What follows belongs to an exercise in optimizing a design on an open flow for small area, a short achievable clock period and few clock cycles per item; a production flow would make more cautious choices. The clock port is modelled as an ideal driver; clocking choices that lean on that would not hold on a real chip. Power figures rest on the tool's default switching activity, not on a simulated workload.

==> module ptc_builder, before the edit <==
module ptc_builder (
    input  wire        clk,
    input  wire        rst,
    input  wire        start,
    output wire        start_ready,
    input  wire [7:0]  cfg_dtype,
    input  wire [31:0] cfg_total,
    input  wire [15:0] cfg_cyl,
    input  wire [7:0]  cfg_heads,
    input  wire [7:0]  cfg_sect,
    input  wire [7:0]  cfg_ilv,
    input  wire [31:0] cfg_nfull,
    output wire [7:0]  rsvd_addr,
    input  wire [7:0]  rsvd_data,
    output wire        out_valid,
    input  wire        out_ready,
    output wire [7:0]  out_data,
    output wire        res_valid,
    output wire        res_refused,
    output wire        res_warn
);
    reg        scan;         
    reg        srdy;         
    reg        pend;         
    reg        act;          
    reg        ov;           
    reg        rv;           
    reg        rref;         
    reg        rwarn;        
    reg  [7:0] od;           
    reg  [8:0] p;            
    reg [15:0] romx;         
    reg  [7:0] dtype;
    reg [23:0] total;
    reg [15:0] cyl;
    reg  [7:0] heads;
    reg  [7:0] sect;
    reg  [7:0] ilv;
    reg  [3:0] n4;           
    reg        big;          
    reg        wtop;         
    assign start_ready = srdy;
    assign out_valid   = ov;
    assign out_data    = od;
    assign res_valid   = rv;
    assign res_refused = rref;
    assign res_warn    = rwarn;
    wire [8:0] laddr = {p[1], p[8:2], p[0]};
    wire [7:0] off   = laddr[7:0];
    assign rsvd_addr = off;
    wire nz   = big | (n4 != 4'd0);          
    wire warn = wtop | (total[15:0] != 16'd0) | (total[19:16] != n4);
    wire rsvd_off = (off == 8'h08) | (off == 8'h0F) | (off == 8'h10) | (off >= 8'h15);
    wire [3:0] nm1 = n4 - 4'd1;
    wire [7:0] kx0 = big ? 8'hA0
                   : {4'h5, n4[0] ? n4 : {~n4[2] & ~n4[1], ~n4[1], 2'b10}};
    wire [7:0] kx1 = big ? 8'hB9
                   : {1'b0, ~(n4 == 4'd1 || n4 == 4'd3), 2'b00, nm1 ^ 4'h6};
    wire [15:0] kx = {kx1, kx0};
    wire [7:0] cks0 = romx[7:0]  ^ kx[7:0]  ^ dtype ^ total[15:8] ^ cyl[15:8] ^ sect;
    wire [7:0] cks1 = romx[15:8] ^ kx[15:8] ^ total[7:0] ^ total[23:16] ^ cyl[7:0]
                    ^ heads ^ ilv;
    wire [3:0] ei = laddr[7:4];              
    wire [3:0] eb = laddr[3:0];              
    wire i_lt = big | (ei < n4);             
    wire i_eq = ~big & (ei == n4);           
    wire i_le = i_lt | i_eq;
    wire [3:0] eim1 = ei - 4'd1;
    wire [3:0] eip1 = ei + 4'd1;
    reg [7:0] hbyte, ebyte;
    always @(*) begin
        case (off)
            8'h00, 8'h01: hbyte = 8'hAE;
            8'h02:        hbyte = cks0;
            8'h03:        hbyte = cks1;
            8'h04:        hbyte = dtype;
            8'h05:        hbyte = total[7:0];
            8'h06:        hbyte = total[15:8];
            8'h07:        hbyte = total[23:16];
            8'h09:        hbyte = cyl[7:0];
            8'h0A:        hbyte = cyl[15:8];
            8'h0B:        hbyte = heads;
            8'h0C:        hbyte = sect;
            8'h0D:        hbyte = ilv;
            8'h11, 8'h12, 8'h13, 8'h14: hbyte = 8'hFF;
            default:      hbyte = 8'h00;
        endcase
        case (eb)
            4'd0: ebyte = !i_le ? 8'h00 : (ei == 4'd0) ? 8'h01 : (ei == 4'd1) ? 8'h00
                        : {4'hF, 4'd1 - ei};                
            4'd1: ebyte = (i_le && ei >= 4'd2) ? 8'hFF : 8'h00;
            4'd2: ebyte = !i_le ? {4'd0, n4} : (ei == 4'd0) ? 8'h00 : (ei == 4'd1) ? 8'h01
                        : {4'd0, eim1};
            4'd3: ebyte = i_lt ? 8'hFF : i_eq ? {4'd0, nm1} : 8'h00;
            4'd4: ebyte = i_lt ? 8'hFF : 8'h00;
            4'd5: ebyte = (ei < 4'd4 && (ei == 4'd0 || i_lt)) ? 8'h40 : 8'h00;
            4'd6: ebyte = 8'hC1;
            4'd7: ebyte = 8'hC5;
            4'd8: ebyte = (ei < 4'd9) ? {4'hB, eip1} : 8'hB1;
            4'd9: ebyte = (ei < 4'd9) ? 8'hA0 : {4'hB, ei - 4'd9};
            default: ebyte = 8'hA0;
        endcase
    end
    wire       use_rom = ~laddr[8] & rsvd_off;
    wire [7:0] lbyte   = laddr[8] ? ebyte : hbyte;
    wire [7:0] nbyte   = use_rom ? rsvd_data : lbyte;
    wire idle_out = ~act & ~ov;
    wire begin_b  = pend & nz & idle_out;    
    wire refuse   = pend & ~nz & idle_out;   
    wire load     = (act & (~ov | out_ready)) | begin_b;
    wire plast    = (p == 9'd511);
    wire take     = start & srdy;
    wire pend_n = take | (pend & ~begin_b & ~refuse);
    wire act_n  = load ? ~plast : act;
    always @(posedge clk) begin
        if (rst) begin
            scan  <= 1'b1;
            srdy  <= 1'b0;
            pend  <= 1'b0;
            act   <= 1'b0;
            ov    <= 1'b0;
            rv    <= 1'b0;
            p     <= 9'd0;
            romx  <= 16'd0;
        end else begin
            rv   <= (ov & ~act & out_ready) | refuse;   
            pend <= pend_n;
            act  <= act_n;
            srdy <= ~scan & ~pend_n & ~act_n;
            if (scan) begin
                if (rsvd_off) begin
                    if (p[0]) romx[15:8] <= romx[15:8] ^ rsvd_data;
                    else      romx[7:0]  <= romx[7:0]  ^ rsvd_data;
                end
                p <= p + {7'd0, p[0], 1'b1};
                if (off == 8'hFF) scan <= 1'b0;
            end else if (load) begin
                p <= p + 9'd1;
            end
            if (load)
                ov <= 1'b1;
            else if (out_ready)
                ov <= 1'b0;
        end
    end
    always @(posedge clk) begin
        if (load)
            od <= nbyte;
        if (srdy) begin
            dtype <= cfg_dtype;
            total <= cfg_total[23:0];
            cyl   <= cfg_cyl;
            heads <= cfg_heads;
            sect  <= cfg_sect;
            ilv   <= cfg_ilv;
            n4    <= cfg_nfull[3:0];
            big   <= (cfg_nfull[31:4] != 28'd0);
            wtop  <= (cfg_total[31:20] != cfg_nfull[15:4]) | (cfg_nfull[31:16] != 16'd0);
        end else if (!(pend && ov)) begin
            rref  <= ~nz;
            rwarn <= warn;
        end
    end
endmodule
export LEC_CHECK = 0
export CAP_MARGIN = 20
export CORE_MARGIN = 2
export CORE_UTILIZATION = 55
export PLACE_DENSITY = 0.7
export SLEW_MARGIN = 65
create_clock -name core_clock -period 10.0 [get_ports {clk}]
standard.sh (not shown) runs the stock make flow with config.mk's settings and CLKGATE_MAP_FILE= SYNTH_SCRIPT=/design/flow/synth_recipe.tcl, a recipe that flattens the netlist after the stock synthesis.
==> flow/flow/run.sh <==
#!/bin/bash
set -euo pipefail
here=$(cd "$(dirname "$0")" && pwd)
bufs="BUFFER_PORTS_ARGS=-buffer_cell sky130_fd_sc_hd__buf_1"
res=orfs/results/sky130hd/ptc_builder/base
bash standard.sh "$bufs" "PRE_CTS_TCL=$here/clock_tree.tcl" finish > make_finish.log 2>&1
PLATFORM_DIR="$FLOW_HOME/platforms/sky130hd" RES="$res" \
  openroad -no_init -exit "$here/clock_slew.tcl" > clock_slew.log 2>&1
slew=$(awk '/^CLKSLEW_PS/ {print $2}' clock_slew.log)
echo "one-level clock tree: clock-pin slew ${slew:-unknown} ps"
if [[ -z "$slew" ]] || awk -v s="$slew" 'BEGIN { exit !(s > 120) }'; then
  echo "redoing the layout from placement with ORFS's clock tree"
  cp -r orfs/logs logs_onelevel
  bash standard.sh "$bufs" clean_cts clean_route clean_finish > make_clean.log 2>&1
  bash standard.sh "$bufs" finish > make_finish_tritoncts.log 2>&1
fi
Other scripts of this flow, unchanged in this note and not shown: flow/flow/clock_slew.tcl, flow/flow/clock_tree.tcl
Next try:
--- a/flow/design.v
+++ b/flow/design.v
@@ -21,11 +21,13 @@
 );
     reg        scan;         
     reg        srdy;         
     reg        pend;         
     reg        act;          
+    reg        rw;           
     reg        ov;           
+    reg        lastb;        
     reg        rv;           
     reg        rref;         
     reg        rwarn;        
     reg  [7:0] od;           
     reg  [8:0] p;            
@@ -35,23 +37,25 @@
     reg [15:0] cyl;
     reg  [7:0] heads;
     reg  [7:0] sect;
     reg  [7:0] ilv;
     reg  [3:0] n4;           
-    reg        big;          
+    reg        nhi;          
+    reg        nmid;         
     reg        wtop;         
     assign start_ready = srdy;
     assign out_valid   = ov;
     assign out_data    = od;
     assign res_valid   = rv;
     assign res_refused = rref;
     assign res_warn    = rwarn;
     wire [8:0] laddr = {p[1], p[8:2], p[0]};
     wire [7:0] off   = laddr[7:0];
     assign rsvd_addr = off;
+    wire big  = nhi | nmid;                  
     wire nz   = big | (n4 != 4'd0);          
-    wire warn = wtop | (total[15:0] != 16'd0) | (total[19:16] != n4);
+    wire warn = wtop | nhi | (total[15:0] != 16'd0) | (total[19:16] != n4);
     wire rsvd_off = (off == 8'h08) | (off == 8'h0F) | (off == 8'h10) | (off >= 8'h15);
     wire [3:0] nm1 = n4 - 4'd1;
     wire [7:0] kx0 = big ? 8'hA0
                    : {4'h5, n4[0] ? n4 : {~n4[2] & ~n4[1], ~n4[1], 2'b10}};
     wire [7:0] kx1 = big ? 8'hB9
@@ -105,59 +109,69 @@
     wire [7:0] lbyte   = laddr[8] ? ebyte : hbyte;
     wire [7:0] nbyte   = use_rom ? rsvd_data : lbyte;
     wire idle_out = ~act & ~ov;
     wire begin_b  = pend & nz & idle_out;    
     wire refuse   = pend & ~nz & idle_out;   
-    wire load     = (act & (~ov | out_ready)) | begin_b;
+    wire spec     = (act & ~rw) | begin_b;
+    wire load     = (act & ~rw & (~ov | out_ready)) | begin_b;
+    wire fail     = act & ~rw & ov & ~out_ready;
+    wire cfg_en   = ~scan & ~pend & ~act;
     wire plast    = (p == 9'd511);
     wire take     = start & srdy;
     wire pend_n = take | (pend & ~begin_b & ~refuse);
     wire act_n  = load ? ~plast : act;
     always @(posedge clk) begin
         if (rst) begin
             scan  <= 1'b1;
             srdy  <= 1'b0;
             pend  <= 1'b0;
             act   <= 1'b0;
+            rw    <= 1'b0;
             ov    <= 1'b0;
             rv    <= 1'b0;
             p     <= 9'd0;
             romx  <= 16'd0;
         end else begin
-            rv   <= (ov & ~act & out_ready) | refuse;   
+            rv   <= (ov & out_ready & lastb) | refuse;
             pend <= pend_n;
             act  <= act_n;
+            rw   <= fail;
             srdy <= ~scan & ~pend_n & ~act_n;
             if (scan) begin
                 if (rsvd_off) begin
                     if (p[0]) romx[15:8] <= romx[15:8] ^ rsvd_data;
                     else      romx[7:0]  <= romx[7:0]  ^ rsvd_data;
                 end
                 p <= p + {7'd0, p[0], 1'b1};
                 if (off == 8'hFF) scan <= 1'b0;
-            end else if (load) begin
+            end else if (rw) begin
+                p <= p - 9'd1;
+            end else if (spec) begin
                 p <= p + 9'd1;
             end
             if (load)
                 ov <= 1'b1;
             else if (out_ready)
                 ov <= 1'b0;
         end
     end
     always @(posedge clk) begin
-        if (load)
-            od <= nbyte;
-        if (srdy) begin
+        if (load) begin
+            od    <= nbyte;
+            lastb <= plast;
+        end
+        if (cfg_en) begin
             dtype <= cfg_dtype;
             total <= cfg_total[23:0];
             cyl   <= cfg_cyl;
             heads <= cfg_heads;
             sect  <= cfg_sect;
             ilv   <= cfg_ilv;
             n4    <= cfg_nfull[3:0];
-            big   <= (cfg_nfull[31:4] != 28'd0);
-            wtop  <= (cfg_total[31:20] != cfg_nfull[15:4]) | (cfg_nfull[31:16] != 16'd0);
+            nhi   <= (cfg_nfull[31:16] != 16'd0);
+            nmid  <= (cfg_nfull[15:4] != 12'd0);
+            wtop  <= (cfg_total[31:20] != cfg_nfull[15:4]);
         end else if (!(pend && ov)) begin
             rref  <= ~nz;
             rwarn <= warn;
         end
     end
Result:
- sequential power rose by about 4%
- global-route usage rises by 2.2 points
- synthesized area grows by 2.8%
- cell area grows by 2.5%
- register-to-register slack gets worse by 0.21 ns
- utilization shrinks by 0.73 points
- wire length rises by 8.1%
No run of this note included a check of the RTL's function; only the layout flow was run.

-- re-timing with driven ports --
The flow's constraints put no driver on any port. The routed layouts listed below were extracted and timed again, unchanged, in two steps. Step 1, drivers: a clkbuf_16 drives clk and a buf_2 each remaining input, both assumed. Step 2, shift: input delay + t, output delay - t, t = (earliest + latest rising clock arrival at the registers) / 2. This alone moves slack from input paths to output paths. a / b / c = no drivers / after step 1 / after step 2; a / b = the first two.
run | t (ns) | setup slack, ns | hold slack, ns | worst setup path after step 2
the first run | 0.458 | 6.674 / 6.633 / 6.806 | 0.516 / 0.516 / 0.516 | input to register
the second run | 0.463 | 6.663 / 6.620 / 6.796 | 0.495 / 0.495 / 0.495 | input to register
After both steps every run listed still meets setup and hold.
